Context: an optimization exercise on an open-source flow, tuned for small area. The choices shown serve that exercise and are no tape-out recipe. At most, simulation tests tie the RTL to the original design; equivalence was not proved.

== job 101 ==
## pcodec
module pcodec (
  input  wire        clk,
  input  wire        rst,
  input  wire        start,
  input  wire [7:0]  op,
  input  wire [19:0] a_len,
  input  wire [19:0] out_cap,
  output wire        busy,
  output wire        done,
  output wire        fatal,
  output wire [3:0]  err,
  output wire [19:0] err_off,
  output wire [19:0] out_len,
  output wire        in_re,
  output wire [19:0] in_addr,
  input  wire [7:0]  in_rdata,
  output wire        out_we,
  output wire [19:0] out_addr,
  output reg  [7:0]  out_wdata
);
  localparam integer G  = 2;           
  localparam integer P  = 20 / G;      
  localparam integer BD = 8 / G;       
  localparam integer PW = (P > 8) ? 4 : (P > 4) ? 3 : 2;
  localparam [PW-1:0] PL = P - 1;
  localparam [4:0] S_IDLE = 5'd0,  S_DONE = 5'd1,
                   C_INIT = 5'd2,  C_SC   = 5'd3,  C_EW   = 5'd4,  C_RA   = 5'd5,
                   C_RB   = 5'd6,  C_CD   = 5'd7,  C_HC   = 5'd8,  C_SB   = 5'd9,
                   C_OPN  = 5'd10, C_SW   = 5'd11,
                   D_INIT = 5'd12, D_SECT = 5'd13, D_H0   = 5'd14, D_H1   = 5'd15,
  ...
For scale: roughly 1100 cells after synthesis, about 170 flip-flops, roughly 160 I/O pins, ~8800 µm² of cells after synthesis.
export LEC_CHECK = 0
export ABC_AREA = 1
export CAP_MARGIN = 20
export CORE_MARGIN = 2
export CORE_UTILIZATION = 40
export SLEW_MARGIN = 20
create_clock -name core_clock -period 10.0 [get_ports {clk}]
standard.sh (not shown) runs the stock make flow with config.mk's settings and CLKGATE_MAP_FILE= SYNTH_SCRIPT=/design/flow/synth_recipe.tcl, a recipe that flattens the netlist after the stock synthesis.
==> flow/flow/run.sh <==
#!/bin/bash
set -euo pipefail
export BUFFER_PORTS_ARGS="-buffer_cell sky130_fd_sc_hd__buf_1"
export CTS_ARGS="-sink_clustering_enable -repair_clock_nets -dont_use_dummy_load -buf_list {sky130_fd_sc_hd__clkbuf_4 sky130_fd_sc_hd__clkbuf_8}"
bash standard.sh finish > standard_flow.log 2>&1
Job 101 finished all stages; the layout is clean.
[inputs] job 102 vs job 101
--- a/flow/design.v
+++ b/flow/design.v
@@ -204,19 +204,19 @@
       C_INIT, C_SB: rc_ld = 1'b1;
       C_SC: begin
         if (p1) begin
           if (cat_new | cat_lb) rc_set = 1'b1;
           else if (cat_sec | cat_m) rc_ci = 1'b1;
         end else if (f3) rc_ld = 1'b1;
       end
-      D_I2: begin rc_ld = 1'b1; rc_ldd = (ph >= 1 && ph <= BD) ? B[G-1:0] : {G{1'b0}}; end
+      D_I2: begin rc_ld = 1'b1; rc_ldd = (ph >= 1 && ph <= BD) ? D[G-1:0] : {G{1'b0}}; end
       D_I3: begin
         rc_ld = 1'b1;
         rc_ldd = (ph >= 1 && ph <= BD) ? RC[G-1:0] :
-                 (ph >= BD + 1 && ph <= 2*BD) ? D[G-1:0] : {G{1'b0}};
+                 (ph >= BD + 1 && ph <= 2*BD) ? B[G-1:0] : {G{1'b0}};
       end
       D_EM: rc_dec = 1'b1;
       default: ;
     endcase
   end
   wire         rc_c = p1 ? rc_ci : rc_cy;
   wire [G:0]   rc_t = dadd(RC[G-1:0], {G{rc_dec}}, rc_c);
@@ -280,15 +280,15 @@
       default: wr_en = 1'b0;
     endcase
   end
   assign out_we = p0 & wr_en & olt;
   wire wd_cd  = (st == C_CD);
   wire wd_hc  = (st == C_HC);
   wire wd_cst = (wd_cd & ~idx[2]) | (wd_hc & ((idx == 3'd0) | (mode == M_SPLIT)));
-  wire wd_b   = (wd_cd & (idx == 3'd7)) | (wd_hc & (idx == 3'd2)) | (st == D_EM);
+  wire wd_b   = (wd_cd & (idx == 3'd7)) | (wd_hc & (idx == 3'd2));
   wire wd_ff  = wd_hc & (idx != 3'd0);
   wire wd_one = wd_cd & (idx[2:1] == 2'd0);
   wire wd_five = wd_cd & (idx == 3'd1);
   wire [7:0] wd_k = {{5{wd_ff}}, wd_ff | wd_five, wd_ff, wd_ff | wd_one};
   always @(*) begin
     if (wd_cst) out_wdata = wd_k;
     else if (wd_b) out_wdata = B;
@@ -320,24 +320,24 @@
     ph <= (go | plast) ? {PW{1'b0}} : ph + 1'b1;
     case (st)
       C_SC: if (p1) begin
               D <= in_rdata;
               if (cat_new | cat_lb) B <= in_rdata;
               if (cat_sec) B <= sum;
             end
-      C_RB, C_SB, D_H2, D_I2, D_I4: if (p1) D <= in_rdata;
-      D_H1, D_I1, D_I3: if (p1) B <= in_rdata;
+      C_RB, C_SB, D_H2, D_I1, D_I3: if (p1) D <= in_rdata;
+      D_H1, D_I2, D_I4: if (p1) B <= in_rdata;
       D_DC: if (p1 && wp) D <= in_rdata;
-      D_EM: if (p1) B <= sum;
+      D_EM: if (p1) D <= sum;
       default: ;
     endcase
-    if (((st == D_H3) && ph < BD) || ((st == D_I2) && ph >= 1 && ph <= BD) ||
+    if (((st == D_H3) && ph < BD) || ((st == D_I3) && ph >= BD + 1 && ph <= 2*BD) ||
         (hc0sh && ph >= BD && ph < 2*BD))
       B <= {sh_in, B[7:G]};
-    if (((st == D_H3) && ph >= BD && ph < 2*BD) || ((st == D_I3) && ph >= BD + 1 && ph <= 2*BD) ||
+    if (((st == D_H3) && ph >= BD && ph < 2*BD) || ((st == D_I2) && ph >= 1 && ph <= BD) ||
         (hc0sh && ph < BD) ||
         ((st == C_CD) && (((idx == 3'd4) && ph >= 1 && ph <= BD) ||
                           ((idx == 3'd5) && ph >= BD + 1 && ph <= 2*BD))))
       D <= {sh_in, D[7:G]};
     if (st == C_SC && p1) begin
       wp   <= wp_sc;
       f3  <= cat_new | cat_lb;
--- outcome ---
Job 102 completed end to end with timing, DRC and antenna clean.
Fraction of area in non-clock buffers: job 102 > job 101
Re count of flip-flops with a built-in enable after synthesis: no difference whatsoever between job 101 and job 102.
Diff job 102..job 101 | total global routing overflow | unchanged
Summary of job 102 over job 101: per-cell routed wire length saw an increase; number of signal-net inverters in the final layout saw a decrease.
Compare job 102 and job 101 | synthesized area divided by synthesized cell count higher: job 101
[compare] base=job 101 new=job 102: sequential cell area share went up 0.20 points; clock-buffer cell count held; overall die area went down about 0.7%; proportion of layout cells with a drive suffix above 1 went down 1.1 points.
Synthesized cell count: job 101 vs job 102 — no meaningful difference
The RTL of job 101 was laid out without a check of its function.

==> afterwards: timing with drivers on the ports <==
How much do the figures lean on ideal ports? The routed layouts below were timed once more, with nothing changed but the port constraints.
Step 1 sets driving cells, clkbuf_16 on the clock port and buf_2 on the other inputs (assumed; they add their load-dependent delay and slew).
Step 2 also shifts input and output timing later by t, the mid clock arrival at the registers, as if the neighbouring blocks saw the same clock.
Slacks: no drivers / after step 1 / after step 2; pairs: no drivers / after step 1.
| run | t, ns | setup slack, ns | cell pins on the clock port's net |
|---|---|---|---|
| job 101 | 0.484 | 3.177 / 3.183 / 2.716 | 1 |
| job 102 | 0.504 | 3.261 / 3.261 / 2.817 | 1 |
After both steps setup and hold are still met in every run listed. For job 101, which loses most, drivers alone change the setup slack by +0.006 ns; drivers and shift together by -0.461 ns.
